Background: an optimization exercise with open tools, aiming at small area. Do not read the settings as production practice.
No run shown here included a check of the RTL's function; only the layout flow was run.
Power is estimated from default activity; no workload was simulated.

### flow/config.mk
export PLATFORM = sky130hd
export DESIGN_NAME = xfr1_boot
export DESIGN_NICKNAME = xfr1_boot
export VERILOG_FILES = /design/flow/design.v
export SDC_FILE = /design/flow/constraint.sdc
export NUM_CORES = 4
export LEC_CHECK = 0
export CAP_MARGIN = 0
export CORE_MARGIN = 2
export CORE_UTILIZATION = 70
export PLACE_DENSITY = 0.8
export SLEW_MARGIN = 0
### flow/constraint.sdc
create_clock -name core_clock -period 10.0 [get_ports {clk}]
set_input_delay 2.0000 -clock core_clock [delete_from_list [all_inputs] [get_ports {clk}]]
set_output_delay 2.0000 -clock core_clock [all_outputs]
set_load 0.01 [all_outputs]
### flow/design.v
module xfr1_boot (
    input  wire        clk,
    input  wire        rst,          
    input  wire        line_in,      
    output wire        line_out,     
    output wire        boot_user,    
    output wire        fl_req,
    output wire [1:0]  fl_cmd,       
    output wire [15:0] fl_addr,
    output wire [15:0] fl_wdata,
    input  wire        fl_ack,
    input  wire [7:0]  fl_rdata,
    output wire        adc_req,
    input  wire        adc_ack,
    input  wire [7:0]  adc_data
);
    localparam [2:0] ST_BOOT = 3'd0, ST_USER = 3'd1, ST_RX = 3'd2, ST_TX = 3'd4,
                     ST_EXEC = 3'd6,    
                     ST_EXDN = 3'd7;    
    reg  [2:0]    state;
    reg  [3:0]    sub;         
    reg  [5:0]    slot;        
    reg           rx_sync;     
    reg  [7:0]    sr;          
    reg  [1:0]    byte_no;     
    reg  [2:0]    op;
    reg  [7:0]    a0;
    reg  [7:0]    req_hash;    
    reg  [1:0]    phase;       
    reg  [1023:0] ring;
    reg  [5:0]    ptr;
    wire s_boot = state == ST_BOOT;
    wire s_rx   = state == ST_RX;
    wire s_exec = state == ST_EXEC;
    wire s_exdn = state == ST_EXDN;
    wire s_ex   = state[2] & state[1];
    wire s_tx   = state == ST_TX;
    wire [7:0] w_lo = ring[7:0];
    wire [7:0] w_hi = ring[15:8];
    wire [5:0] t_last  = (byte_no == 2'd0) ? 6'd49 : 6'd4;    
    wire sub9    = sub == 4'd9;
    wire rx_to   = !rx_sync && !line_in && slot == t_last && sub9;
    wire rx_stop = rx_sync && slot == 6'd9 && sub == 4'd5;
    wire rx_done = s_rx && (rx_to || rx_stop);
    wire rx_ok   = rx_stop && !line_in;
    wire rx_sync_now = s_rx && !rx_sync && line_in;
    wire rx_sample   = s_rx && sub == 4'd5;
    wire       reserved = sr[7:3] != 5'd0 || sr[2:1] == 2'b11;
    wire [1:0] last_no  = (op == 3'd0) ? 2'd2 : (op[2:1] == 2'b01) ? 2'd1 : 2'd3;
    wire       is_last  = byte_no != 2'd0 && byte_no == last_no;
    wire       range_bad = (op[2:1] == 2'b00 && a0[7]) ||
                           (op == 3'd4 && (a0[7] || sr[6:0] != 7'd0)) ||
                           (op == 3'd5 && (a0[7] || a0[6:4] == 3'b111));
    wire       more     = rx_ok && !is_last && !(byte_no == 2'd0 && reserved);
    wire       exec     = rx_done && rx_ok && is_last && req_hash == 8'd0 && !range_bad;
    wire       wr_exec  = exec && op == 3'd1;
    wire adc_on = s_exec && op == 3'd2;
    wire fl_on  = s_exec && op[2];
    wire adc_go = adc_on && adc_ack;
    wire fl_go  = fl_on && fl_ack;
    wire fill_go = fl_go && !op[0];
    wire fin_now = adc_go ||
                   (fill_go && phase[0] && ptr == 6'd63) ||
                   (fl_go && op[0] && phase == 2'd3);
    wire wait_ok  = sub[1] & sub[0];                          
    wire tx_start = (s_exdn || fin_now) && wait_ok;
    wire tx_last  = s_tx && slot == 6'd9 && sub9;
    reg [7:0] tx_val;
    always @(*) begin
        case (op)
            3'd0:    tx_val = a0[0] ? w_hi : w_lo;
            default: tx_val = 8'h80;
        endcase
    end
    wire [5:0] target = (op[2:1] == 2'b00) ? a0[6:1] : 6'd0;
    wire hb      = s_rx && byte_no == 2'd1 && op == 3'd3;
    wire h_start = hb && phase == 2'b00 && ptr[4:0] == 5'd0;
    wire h_fold  = h_start || (hb && phase[0]);
    wire h_last  = hb && phase[0] && ptr[4:0] == 5'd31 && ptr[5] != phase[1];
    wire park_move = byte_no == 2'd0 || ptr != target;
    reg  rot;
    always @(*) begin
        case (state)
            ST_RX:   rot = hb ? phase != 2'b10 : park_move || (wr_exec && a0[0]);
            ST_EXEC: rot = fl_go && (op[0] ? phase == 2'd1 : phase[0]);
            ST_EXDN: rot = 1'b0;
            default: rot = 1'b1;
        endcase
    end
    wire [7:0] wdat   = s_exec ? fl_rdata : sr;
    wire       we_lo  = (fill_go && !phase[0]) || (wr_exec && !a0[0]);
    wire       we_hi  = (fill_go && phase[0]) || (wr_exec && a0[0]);
    wire [7:0] t_hi   = we_hi ? wdat : w_hi;
    wire [7:0] t_lo   = w_lo;
    always @(posedge clk) begin
        if (rot) begin
            ring <= {t_hi, t_lo, ring[1023:16]};
            ptr  <= ptr + 6'd1;
        end else if (we_lo) begin
            ring[7:0] <= wdat;
        end
    end
    assign line_out  = s_tx && (slot == 6'd0 || sr[7]);
    assign boot_user = state == ST_USER;
    assign fl_req    = fl_on;
    assign fl_cmd    = phase & {2{op[0]}};
    assign fl_addr   = {a0, sr[7], ptr, phase[0] & !op[0]};
    assign fl_wdata  = ring[15:0];
    assign adc_req   = adc_on;
    wire clr = (s_boot && line_in) || rx_done || tx_start || tx_last;
    always @(posedge clk) begin
        if (rst || clr) begin
            sub  <= 4'd0;
            slot <= 6'd0;
        end else if (rx_sync_now) begin
            sub  <= 4'd1;
            slot <= 6'd0;
        end else if (!(s_ex && wait_ok)) begin
            sub  <= sub9 ? 4'd0 : sub + 4'd1;
            slot <= slot + {5'd0, sub9};
        end
    end
    always @(posedge clk) begin
        if (clr)
            rx_sync <= 1'b0;
        else if (rx_sync_now)
            rx_sync <= 1'b1;
    end
    always @(posedge clk) begin
        if (adc_go || (tx_start && op == 3'd2 && adc_ack))
            sr <= adc_data;
        else if (tx_start && (op == 3'd0 || op[2]))
            sr <= tx_val;
        else if (h_fold)
            sr <= (h_start ? 8'd0 : {sr[5:0], sr[7:6]}) ^ {w_lo[6:0], w_lo[7]} ^ w_hi;
        else if ((rx_sample && !is_last && !rx_stop) || (s_tx && sub9 && slot != 6'd0))
            sr <= {sr[6:0], line_in & s_rx};
    end
    always @(posedge clk) begin
        if (rst) begin
            state   <= ST_BOOT;
            byte_no <= 2'd0;
        end else begin
            case (state)
                ST_BOOT: begin
                    if (line_in)
                        state <= ST_RX;
                    else if (slot == 6'd1 && sub9)
                        state <= ST_USER;
                end
                ST_RX: begin
                    if (rx_done) begin
                        if (more) begin
                            byte_no <= byte_no + 2'd1;
                        end else begin
                            byte_no <= 2'd0;
                            if (exec)
                                state <= (op == 3'd0 || op == 3'd1 || op == 3'd3) ? ST_EXDN : ST_EXEC;
                        end
                    end
                end
                ST_EXEC: if (tx_start) state <= ST_TX;
                         else if (fin_now) state <= ST_EXDN;
                ST_EXDN: if (tx_start) state <= ST_TX;
                ST_TX:   if (tx_last) state <= ST_RX;
                default: ;
            endcase
        end
    end
    always @(posedge clk) begin
        if ((s_boot && line_in) || (rx_done && !more))
            req_hash <= 8'd0;
        else if (rx_sample && rx_sync && slot != 6'd0)
            req_hash <= {req_hash[6:0], req_hash[7]} ^
                        {6'd0, line_in & is_last, line_in & !is_last};
    end
    always @(posedge clk) begin
        if (rx_done && more) begin
            if (byte_no == 2'd0)
                op <= sr[2:0];
            if (byte_no == 2'd1)
                a0 <= sr;
        end
    end
    always @(posedge clk) begin
        if (rx_done && more && byte_no == 2'd0) begin
            phase <= 2'b00;
        end else if (h_start) begin
            phase <= {ptr[5], 1'b1};
        end else if (h_last) begin
            phase <= 2'b10;
        end else if (exec) begin
            phase <= {1'b0, op == 3'd5};
        end else if (fl_go) begin
            if (!op[0])
                phase[0] <= !phase[0];
            else if (phase != 2'd1 || ptr == 6'd63)
                phase <= phase + 2'd1;
        end
    end
endmodule
### flow/flow/run.sh
#!/bin/bash
# The standard layout (standard.sh), with clock tree synthesis told not to add
# dummy loads and the port buffers made with the smallest buffer cell.
set -euo pipefail
bash standard.sh "CTS_ARGS=-sink_clustering_enable -repair_clock_nets -dont_use_dummy_load -sink_clustering_size 20 -sink_clustering_max_diameter 60 -buf_list {sky130_fd_sc_hd__clkbuf_4 sky130_fd_sc_hd__clkbuf_8}" "BUFFER_PORTS_ARGS=-buffer_cell sky130_fd_sc_hd__buf_1" finish > flow_make.log 2>&1
### flow/standard.sh
#!/bin/bash
# synth_recipe.tcl (not shown) runs the flow's synth.tcl, then flattens the netlist and writes it again
# the make line also repeats each setting of config.mk as NAME=value (left out here)
make -C /OpenROAD-flow-scripts/flow DESIGN_CONFIG=/design/flow/config.mk WORK_HOME=/design/flow/orfs CLKGATE_MAP_FILE= SYNTH_SCRIPT=/design/flow/synth_recipe.tcl "${@:-finish}"
==> results of run 1 <==
==> path summary, 6_finish.rpt <==
check	cells after the start	to	from	slack, ps
min reg2reg	0	ring[208]	ring[224]	400
max	7	ring[961]	line_in	4710
min	0	ring[208]	ring[224]	400
max reg2reg	8	ring[961]	state[0]	5030
==> sequential cells by signal, summed over array words and instances, names as in the netlist, 3 cells and up <==
name and cells:
a0 8, op 3, ptr 6, req_hash 8, ring 1024, slot 6, sr 8, state 3
sub 4
==> layout make-up <==
| class | count | area [um^2] |
|---|---|---|
| clock buffer | 66 | 908.4 |
| tap | 664 | 830.8 |
| multi-input combinational | 351 | 2552 |
| timing repair buffer | 73 | 380.4 |
| fill | 2564 | 12300 |
| inverter | 15 | 60.06 |
| sequential | 1075 | 32020 |
==> placed cells by master (no fill, tap or decap), types with 8 or more instances in the layout <==
cell | netlist | layout
a211oi_1 | 8 | 8
nor3_1 | 9 | 9
inv_1 | 15 | 14
xnor2_1 | 8 | 8
edfxtp_1 | 1049 | 1049
clkbuf_8 | 0 | 66
buf_1 | 1 | 58
xor2_1 | 16 | 16
nor2_1 | 35 | 35
ha_1 | 11 | 11
buf_4 | 18 | 11
a21oi_1 | 23 | 23
mux2_2 | 16 | 16
mux2i_1 | 14 | 14
mux2_4 | 8 | 8
dfxtp_1 | 26 | 26
and3_1 | 8 | 8
nand2_1 | 34 | 34
nand3_1 | 14 | 13
o211ai_1 | 14 | 14
o21ai_0 | 15 | 15
==> layer usage <==
layer,wire [um],GRT usage
met1,23040,0.3047
met2,20690,0.2639
met3,3256,0.03369
met4,921,0.06072
met5,0,0
==> power by group <==
group          internal (mW)  switching, mW
Sequential              8.14          0.851
Combinational          0.180          0.649
Clock                  0.599           1.14
Total                   8.92           2.64
==> cell families (layout without fill, tap and decap cells) <==
family                   Yosys count  in the layout  synth area share
AND/OR/NAND/NOR                  174            174           0.02933
adder cells (fa/ha/maj)           11             11          0.003949
buffers and inverters             54            154          0.008329
flip-flops                      1075           1075            0.9188
AO/OA/AOI/OAI                    104            104           0.02090
multiplexers                      38             38           0.01264
XOR/XNOR                          24             24          0.006032
==> worst max-delay path, stage by stage <==
cell        delay (ps)
buf_1              480
nor4_4             130
nand4_4            140
a31o_1             640
clkinvlp_4        1080
buf_4              680
buf_4              410
==> per-stage QoR <==
stage	util	setup WS [ps]	TNS (ps)	hold slack, ps
after floorplan	-	-8478	-8664200	400.3
after CTS	0.7493	4806	0	393.5
after detailed placement	0.7307	4058	0	404.5
final	0.7493	4710	0	395.0
after global routing	0.7493	4504	0	390.2
after global placement	0.7307	4244	0	401.0
==> impl_metrics.json, run 1 <==
{
  "grt_pass1_vias": 12320,
  "syn_avg_cell_area_um2": 23.55,
  "ys_types": 79,
  "drive_above_1_share": 0.08608,
  "vias": 13210,
  "drt_pass1_iterations": 5,
  "cts_tree": "built",
  "synthTopCellsByArea": "edfxtp_1 90%, dfxtp_1 1.5%, mux2_2 0.52%",
  "rsz0062_at_grt": "no",
  "placed_area_um2": 35840,
  "ioPinCount": 59,
  "arrival_ps": 5630,
  "finalSetupViolations": 0,
  "cts_made_buffers": 66,
  "power_density_nw_per_um2": 314.3,
  "drv_cap": 0,
  "antenna_found_initial": 2,
  "period_needed_ps": 5290,
  "insertion_delay_ps": 670,
  "drc": 0,
  "slew_viol_final": 0,
  "total_power_mw": 11.55,
  "grtUsageTotal": 0.1867,
  "fp.coreArea_um2": 49050,
  "numPortBuffers": 58,
  "numClockSinks": 1075,
  "gp_congestion": 0.8502,
  "finalCritPeriodShare": 0.5290,
  "slew-limit-headroom": 0.3000,
  "synth_top_area_cell": "edfxtp_1",
  "timing.fmax_mhz": 189.1,
  "yosysMostFrequentCell": "edfxtp_1",
  "vdd_drop_max_v": 0.0002074,
  "synth_edf_count": 1049,
  "finalHoldViolCount": 0,
  "start_util": 0.7105,
  "yosys_warnings": 1,
  "p_leak_nw": 12.55,
  "synthTopCellsByCount": "1049 x edfxtp_1, 35 x nor2_1, 34 x nand2_1, 26 x dfxtp_1, 23 x a21oi_1",
  "wl_per_cell_um": 21.35,
  "cts_hold_buf": 0,
  "syn_nets": 1512,
  "fin_skew_ps": 79.09,
  "grt_max_degree": 204,
  "fp.dieW_um": 227.1,
  "antennaDiodeCount": 0,
  "netlist_instances": 1480,
  "worstPathRequired_ps": 10340,
  "synth_flop_cell": "edfxtp_1",
  "critPathKind": "in -> reg",
  "final_nets": 1614,
  "vias_per_cell": 5.888,
  "hp-class": "reg -> reg",
  "ys_ff_latch": 1075,
  "drtIter0Drc": 1337,
  "antenna_left": 0,
  "start_kind": "input port",
  "yosysSeqAreaShare": 0.9188,
  "crit_fanout": 58,
  "netlist_area_um2": 34850,
  "cts-root-buf": "clkbuf_8",
  "hpwl_mm": 27.06,
  "synthToLayoutAreaGrowth_pct": 5.461,
  "grt_pass1_wl_mm": 70.58,
  "post-cts-setup-buffer-count": 0,
  "row_count": 81,
  "dp.cells": 2178,
  "path_clk_slew_ps": 110,
  "drt_wl_total_mm": 47.91,
  "design_area_um2": 36750,
  "critPathCaptureType": "register",
  "synth_top_area_frac": 0.9039,
  "overflow": 0,
  "fp.dieH_um": 227.1,
  "fin_cells": 2244,
  "status": "finished clean",
  "htree_levels": 3,
  "async_flop_share": 0,
  "cts_buffer_depth": 3,
  "dieArea_um2": 51590,
  "tightest_slew_ps": 1048,
  "ctsResizeCount": 0
}
==> inputs of run 2 (changes only) <==
--- a/flow/design.v
+++ b/flow/design.v
@@ -168,10 +168,10 @@
         end
     end
-    always @(posedge clk) begin
-        if ((s_boot && line_in) || (rx_done && !more))
-            req_hash <= 8'd0;
-        else if (rx_sample && rx_sync && slot != 6'd0)
-            req_hash <= {req_hash[6:0], req_hash[7]} ^
-                        {6'd0, line_in & is_last, line_in & !is_last};
+    wire first_bit = byte_no == 2'd0 && !rx_stop;
+    always @(posedge clk) begin
+        if (rx_sample && rx_sync && slot != 6'd0)
+            req_hash <= {req_hash[6:1],
+                         req_hash[0] ^ (line_in & is_last),
+                         (req_hash[7] & !first_bit) ^ (line_in & !is_last)};
     end
     always @(posedge clk) begin
==> run 2 against run 1 <==
  * Wire length increased by 0.29%
  * First-iteration DRC count grew 25%
  * Clock power fell by 3%
  * Worst hold slack got worse by 4.2 ps
  * Non-clock buffer count unchanged
  * Die area is 0.12% higher
  * Worst setup slack better by 660 ps
  * Utilization decreased by 0.14 points
  * Global-route usage about the same
==> impl_metrics.json, run 2 <==
{
  "switchingPower_mw": 2.817,
  "hp-class": "reg -> reg",
  "drive_above_1_share": 0.07253,
  "grtUsageTotal": 0.1868,
  "placed_area_um2": 35850,
  "netlist_area_um2": 34890,
  "cp-startpoint": "line_in",
  "fillCellCount": 2530,
  "yosys_warnings": 1,
  "insertion_delay_ps": 730,
  "dieArea_um2": 51650,
  "async_flop_share": 0,
  "critPathCaptureType": "register",
  "largest_register_ffs": 1024,
  "p_leak_nw": 12.63,
  "finalSetupViolations": 0,
  "yosysSeqAreaShare": 0.9200,
  "syn_avg_cell_area_um2": 23.75,
  "slew_viol_final": 0,
  "final_cell_mix": "1057 x edfxtp_1, 61 x clkbuf_8, 58 x buf_1, 28 x nand2_1, 27 x nor2_1",
  "fin_skew_ps": 75.79,
  "hp-start": "ring[498]",
  "row_count": 81,
  "netlist_instances": 1469,
  "post-cts-setup-buffer-count": 0,
  "synth_top_area_cell": "edfxtp_1",
  "slew-limit-headroom": 0.2188,
  "drc": 0,
  "antennaDiodeCount": 0,
  "reg2reg_from": "phase[0]",
  "largest-register": "ring",
  "power_density_nw_per_um2": 323.0,
  "drt_wl_total_mm": 48.04,
  "htree_levels": 2,
  "tns_ps": 0,
  "crit_fanout": 76,
  "fp.coreArea_um2": 49050,
  "swShare": 0.2378,
  "cts_tree": "built",
  "synth_edf_count": 1057,
  "cts_hold_buf": 0,
  "vdd_drop_max_v": 0.0002347,
  "numClockSinks": 1075,
  "start_util": 0.7113,
  "wl_per_cell_um": 21.62,
  "path_clk_slew_ps": 120,
  "vias_per_cell": 5.974,
  "yosysMostFrequentCell": "edfxtp_1",
  "cts_made_buffers": 61,
  "final_util": 0.7479,
  "drtIter0Drc": 1675,
  "vias": 13280,
  "critPathKind": "in -> reg",
  "total_power_mw": 11.85,
  "finalHoldViolCount": 0,
  "cts_buffer_depth": 3,
  "grt_pass1_wl_mm": 70.86,
  "arrival_ps": 5080,
  "cts-root-buf": "clkbuf_8",
  "final_common_cell": "edfxtp_1",
  "ioPinCount": 59,
  "design_area_um2": 36690,
  "antenna_found_initial": 2,
  "intPower_mw": 9.031,
  "timing.fmax_mhz": 216.0,
  "rsz0062_at_grt": "no",
  "ctsResizeCount": 0,
  "grt_max_degree": 224,
  "synthTopCellsByCount": "1057 x edfxtp_1, 28 x nand2_1, 27 x nor2_1, 25 x mux2_2, 18 x dfxtp_1",
  "synthTopCellsByArea": "edfxtp_1 91%, dfxtp_1 1.0%, mux2_2 0.81%",
  "status": "finished clean",
  "grt_pass1_vias": 12440,
  "fp.dieW_um": 227.3,
  "overflow": 0,
  "synthToLayoutAreaGrowth_pct": 5.142,
  "final_nets": 1592,
  "worstPathRequired_ps": 10450,
  "fp.dieH_um": 227.3,
  "hpwl_mm": 27.02,
  "tightest_slew_ps": 1167,
  "syn_nets": 1501,
  "start_kind": "input port",
  "drv_cap": 0,
  "antenna_left": 0,
  "ys_types": 81,
  "comb_power_share": 0.087,
  "synth_flop_cell": "edfxtp_1",
  "gp_congestion": 0.8911,
  "pwr-share-seq": 0.771,
  "ys_ff_latch": 1075,
  "p_clk_frac": 0.142,
  "period_needed_ps": 4629,
  "finalCritPeriodShare": 0.4629,
  "synth_top_area_frac": 0.9097,
  "drt_pass1_iterations": 5,
  "numPortBuffers": 58
}
==> run 2: changes by cell type in the layout (fill, tap and decap cells not counted), moves of 6 or more <==
cell / before / now
nor4_1: 5 / 17
a21oi_1: 23 / 13
mux2_2: 16 / 25
dfxtp_1: 26 / 18
edfxtp_1: 1049 / 1057
mux2_4: 8 / 0
nor2_1: 35 / 27
o211ai_1: 14 / 6
a221o_1: 0 / 7
a211o_1: 2 / 8
nand2_1: 34 / 28
nor2_2: 6 / 0
==> run 2: cell families (layout without fill, tap and decap cells) <==
family	after synthesis	count (layout)	share of synthesized area
compound gates	103	103	0.02395
xor+xnor	21	21	0.005271
fa+ha+maj	11	11	0.003944
buf+inv	63	152	0.009215
flops	1075	1075	0.9200
mux	34	34	0.01065
simple gates	162	162	0.02697
==> run 2: critical path: stages <==
cell and delay (ps):
buf_1 210, and4b_1 350, and4_1 250, o311ai_4 120, a31oi_4 360, buf_4 530
buf_4 800, mux2_2 430
==> run 2: power groups by stage <==
stage	clock network (mW)	logic (mW)	registers (mW)
floorplan	0	0.775	9.70
detailed placement	0	1.05	9.17
CTS	1.75	1.04	9.17
finish	1.68	1.03	9.13
global placement	0	0.999	9.07
global route	1.89	1.15	9.34
==> run 2: layout make-up <==
| cell class | count | area (um^2) | share of cell area |
|---|---|---|---|
| inverter | 18 | 67.56 | 0.001842 |
| timing repair buffer | 73 | 367.9 | 0.01003 |
| sequential | 1075 | 32100 | 0.8750 |
| multi-input combinational | 331 | 2480 | 0.06760 |
| tap | 664 | 830.8 | 0.02265 |
| clock buffer | 61 | 839.6 | 0.02288 |
==> run 2: metrics by stage <==
stage	instances	hold WS, ps	setup WS, ps
floorplan	1469	400.3	-12010
global placement	2161	401.0	4743
detailed placement	2161	404.5	4641
CTS	2222	392.1	5431
global route	2222	400.0	5212
finish	2222	390.8	5371
==> run 2: metal layers <==
metal,part of all wire,global-route usage,routed length [um],vias up
met2,0.44,0.2682,20970,430
met4,0.025,0.05397,1201,0
met3,0.060,0.03485,2876,105
met5,0,0,0,-
met1,0.48,0.3033,23000,6761
li1,-,-,-,5979
==> run 2: final timing paths <==
check / endpoint / slack (ps) / depth (start not counted)
min reg2reg: ring[482] / 390 / 0
max: ring[7] / 5370 / 8
max reg2reg: ring[7] / 5670 / 9
min: ring[482] / 390 / 0
==> inputs of run 3 (changes only) <==
--- a/flow/config.mk
+++ b/flow/config.mk
@@ -6,4 +6,5 @@
 export NUM_CORES = 4
 export LEC_CHECK = 0
+export ABC_AREA = 1
 export CAP_MARGIN = 0
 export CORE_MARGIN = 2
==> run 3 against run 2 <==
  * The layout now fails its checks (antenna violations)
  * Power down 13%
  * Synthesized area down 0.51%
  * Flip-flop and latch count unchanged
  * Combinational power up 9.7%
  * Design area down 0.36%
  * Critical path type unchanged
  * Largest cell class unchanged
==> impl_metrics.json, run 3 <==
{
  "status": "finished with violations",
  "so_faults": "antenna violations",
  "hpwl_mm": 27.35,
  "crit_fanout": 238,
  "ys_ff_latch": 1075,
  "vias": 13330,
  "yosys_warnings": 1,
  "finalHoldViolCount": 0,
  "cts_hold_buf": 0,
  "synth_top_area_cell": "edfxtp_1",
  "slew-limit-headroom": 0.2363,
  "tightest_slew_ps": 1146,
  "yosysMostFrequentCell": "edfxtp_1",
  "rsz0062_at_grt": "no",
  "final_cell_mix": "1057 x edfxtp_1, 202 x nand2_1, 63 x nor2_1, 61 x clkbuf_8, 58 x buf_1",
  "cts-root-buf": "clkbuf_8",
  "ctsResizeCount": 0,
  "synthTopCellsByArea": "edfxtp_1 91%, nand2_1 2.2%, dfxtp_1 1.0%",
  "cts_tree": "built",
  "synth_flop_cell": "edfxtp_1",
  "netlist_area_um2": 34710,
  "numClockSinks": 1075,
  "fin_ws_ps": 5146,
  "synthToLayoutAreaGrowth_pct": 5.299,
  "period_needed_ps": 4854,
  "grtUsageTotal": 0.1849,
  "drt_wl_total_mm": 47.55,
  "final_nets": 1740,
  "synth_top_area_frac": 0.9144,
  "start_util": 0.7091,
  "yosysSeqAreaShare": 0.9247,
  "vdd_drop_max_v": 0.0002716,
  "power_density_nw_per_um2": 282.6,
  "grt_pass1_vias": 12370,
  "netlist_instances": 1604,
  "hp-class": "reg -> reg",
  "largest-register": "ring",
  "cts_made_buffers": 61,
  "fp.dieW_um": 226.7,
  "critPathKind": "in -> reg",
  "drv_cap": 0,
  "path_cells": "buf_1 -> nor2_1 -> nand3_1 -> nor2_1 -> nand3_1 -> nand2_1 -> nand2_1 -> nor2_4 -> nand3_4 -> nand2_4 -> nand2_8 -> nand2_8 -> buf_12",
  "fp.coreArea_um2": 48950,
  "dieArea_um2": 51390,
  "start_kind": "input port",
  "timing.fmax_mhz": 206.0,
  "post-cts-setup-buffer-count": 0,
  "synth_edf_count": 1057,
  "wl_per_cell_um": 20.02,
  "numPortBuffers": 58,
  "fin_cells": 2375,
  "path_buf_inv": 2,
  "tns_ps": 0,
  "drtIter0Drc": 1575,
  "slowest_stage": "buf_12",
  "drc": 0,
  "largest_register_ffs": 1024,
  "critPathCaptureType": "register",
  "htree_levels": 2,
  "slew_viol_final": 0,
  "final_common_cell": "edfxtp_1",
  "critPathTopFamily": "simple AND/OR/NAND/NOR gates",
  "gp_congestion": 0.8784,
  "finalCritPeriodShare": 0.4854,
  "finalSetupViolations": 0,
  "ys_types": 34,
  "fp.dieH_um": 226.7,
  "ioPinCount": 59,
  "drt_pass1_iterations": 6,
  "dp.cells": 2309,
  "path_clk_slew_ps": 110,
  "antenna_left": 1,
  "overflow": 0,
  "final_util": 0.7467,
  "antenna_found_initial": 0,
  "vias_per_cell": 5.611,
  "row_count": 81,
  "fin_skew_ps": 82.60,
  "drive_above_1_share": 0.05510,
  "syn_avg_cell_area_um2": 21.64,
  "max_stage_delay_ps": 900,
  "syn_nets": 1636,
  "grt_pass1_wl_mm": 69.71,
  "cts_buffer_depth": 3,
  "worstPathRequired_ps": 10260,
  "pre_cts_ws_ps": 4482,
  "grt_max_degree": 239,
  "async_flop_share": 0,
  "p_leak_nw": 11.46,
  "fillCellCount": 2623,
  "insertion_delay_ps": 710,
  "synthTopCellsByCount": "1057 x edfxtp_1, 202 x nand2_1, 63 x nor2_1, 53 x inv_1, 41 x nand3_1",
  "arrival_ps": 5120
}
[run 3: stage by stage]
step,power (mW),instance area [um^2],hold WS (ps)
4_1_cts,10.44,36540,364.4
6_report,10.33,36550,357.2
3_3_place_gp,8.656,35700,401.1
5_1_grt,10.79,36540,370.1
3_5_place_dp,8.756,35700,404.5
2_1_floorplan,8.587,34710,400.3
[run 3: final timing paths]
| path | from | end | slack (ps) | depth (start not counted) |
|---|---|---|---|---|
| setup / recovery | line_in | ring[338] | 5150 | 13 |
| hold / removal | ring[761] | ring[745] | 360 | 0 |
| setup reg to reg | op[1] | ring[338] | 5740 | 14 |
| hold reg to reg | ring[761] | ring[745] | 360 | 0 |
[run 3: worst register-to-register path: cells and delay by family, from the launching register on]
kind,cells,cell delay [ps]
AND/OR/NAND/NOR,13,2250
buffers and inverters,1,930
flip-flops,1,510
[run 3: area by class of cell]
class | count | area [um^2] | area share
multi-input combinational | 447 | 2235 | 0.06113
sequential | 1075 | 32100 | 0.8782
timing repair buffer | 64 | 312.8 | 0.008558
clock buffer | 61 | 839.6 | 0.02297
antenna | 5 | 12.51 | 0.0003423
tap | 664 | 830.8 | 0.02273
inverter | 59 | 221.5 | 0.006059
[run 3: kinds of logic (layout without fill, tap and decap cells)]
| kind of cell | Yosys count | count (layout) | synth area share |
|---|---|---|---|
| flip-flops | 1075 | 1075 | 0.9247 |
| other | 0 | 5 | 0 |
| adder cells (fa/ha/maj) | 11 | 11 | 0.003965 |
| XOR/XNOR | 27 | 27 | 0.006812 |
| buffers and inverters | 82 | 184 | 0.01088 |
| AO/OA/AOI/OAI | 51 | 51 | 0.007894 |
| AND/OR/NAND/NOR | 358 | 358 | 0.04570 |
[run 3: power breakdown]
| group | leakage [nW] | internal (mW) | switching (mW) |
|---|---|---|---|
| registers | 9.57 | 7.07 | 0.447 |
| clock network | 0.439 | 0.547 | 1.13 |
| logic | 1.45 | 0.146 | 0.983 |
[run 3: per-layer routing]
metal  wire [um]  share of wire  vias up  global-route usage
met4        1088          0.023        0             0.05942
met3        3176          0.067       68             0.03952
li1            -              -     6169                   -
met5           0              0        -                   0
met2       20790           0.44      383              0.2669
met1       22500           0.47     6705              0.2908

static timing again, ports no longer ideal:
Ports are ideal in the flow. The routed layouts listed here were re-timed in OpenROAD. Step 1, drivers: a clkbuf_16 drives clk and a buf_2 each remaining input, both assumed. Step 2, shift: input delay + t, output delay - t, t = (earliest + latest rising clock arrival at the registers) / 2. This alone moves slack from input paths to output paths. Slacks: ideal ports / drivers / drivers and shift; pairs: ideal ports / drivers.
| run | t, ns | slack for setup (ns) | latest minus earliest clock arrival (ns) | slew at the worst register clock pin (ns) | worst data-port slew with drivers (ns) |
|---|---|---|---|---|---|
| run 1 | 0.680 | 4.710 / 4.739 / 4.058 | 0.079 / 0.079 | 0.12 / 0.12 | 0.04 |
| run 2 | 0.738 | 5.371 / 5.400 / 4.662 | 0.076 / 0.076 | 0.12 / 0.12 | 0.04 |
| run 3 | 0.723 | 5.146 / 5.159 / 4.436 | 0.083 / 0.083 | 0.11 / 0.11 | 0.05 |
For run 3, which loses most, drivers alone change the setup slack by +0.013 ns; drivers and shift together by -0.710 ns.
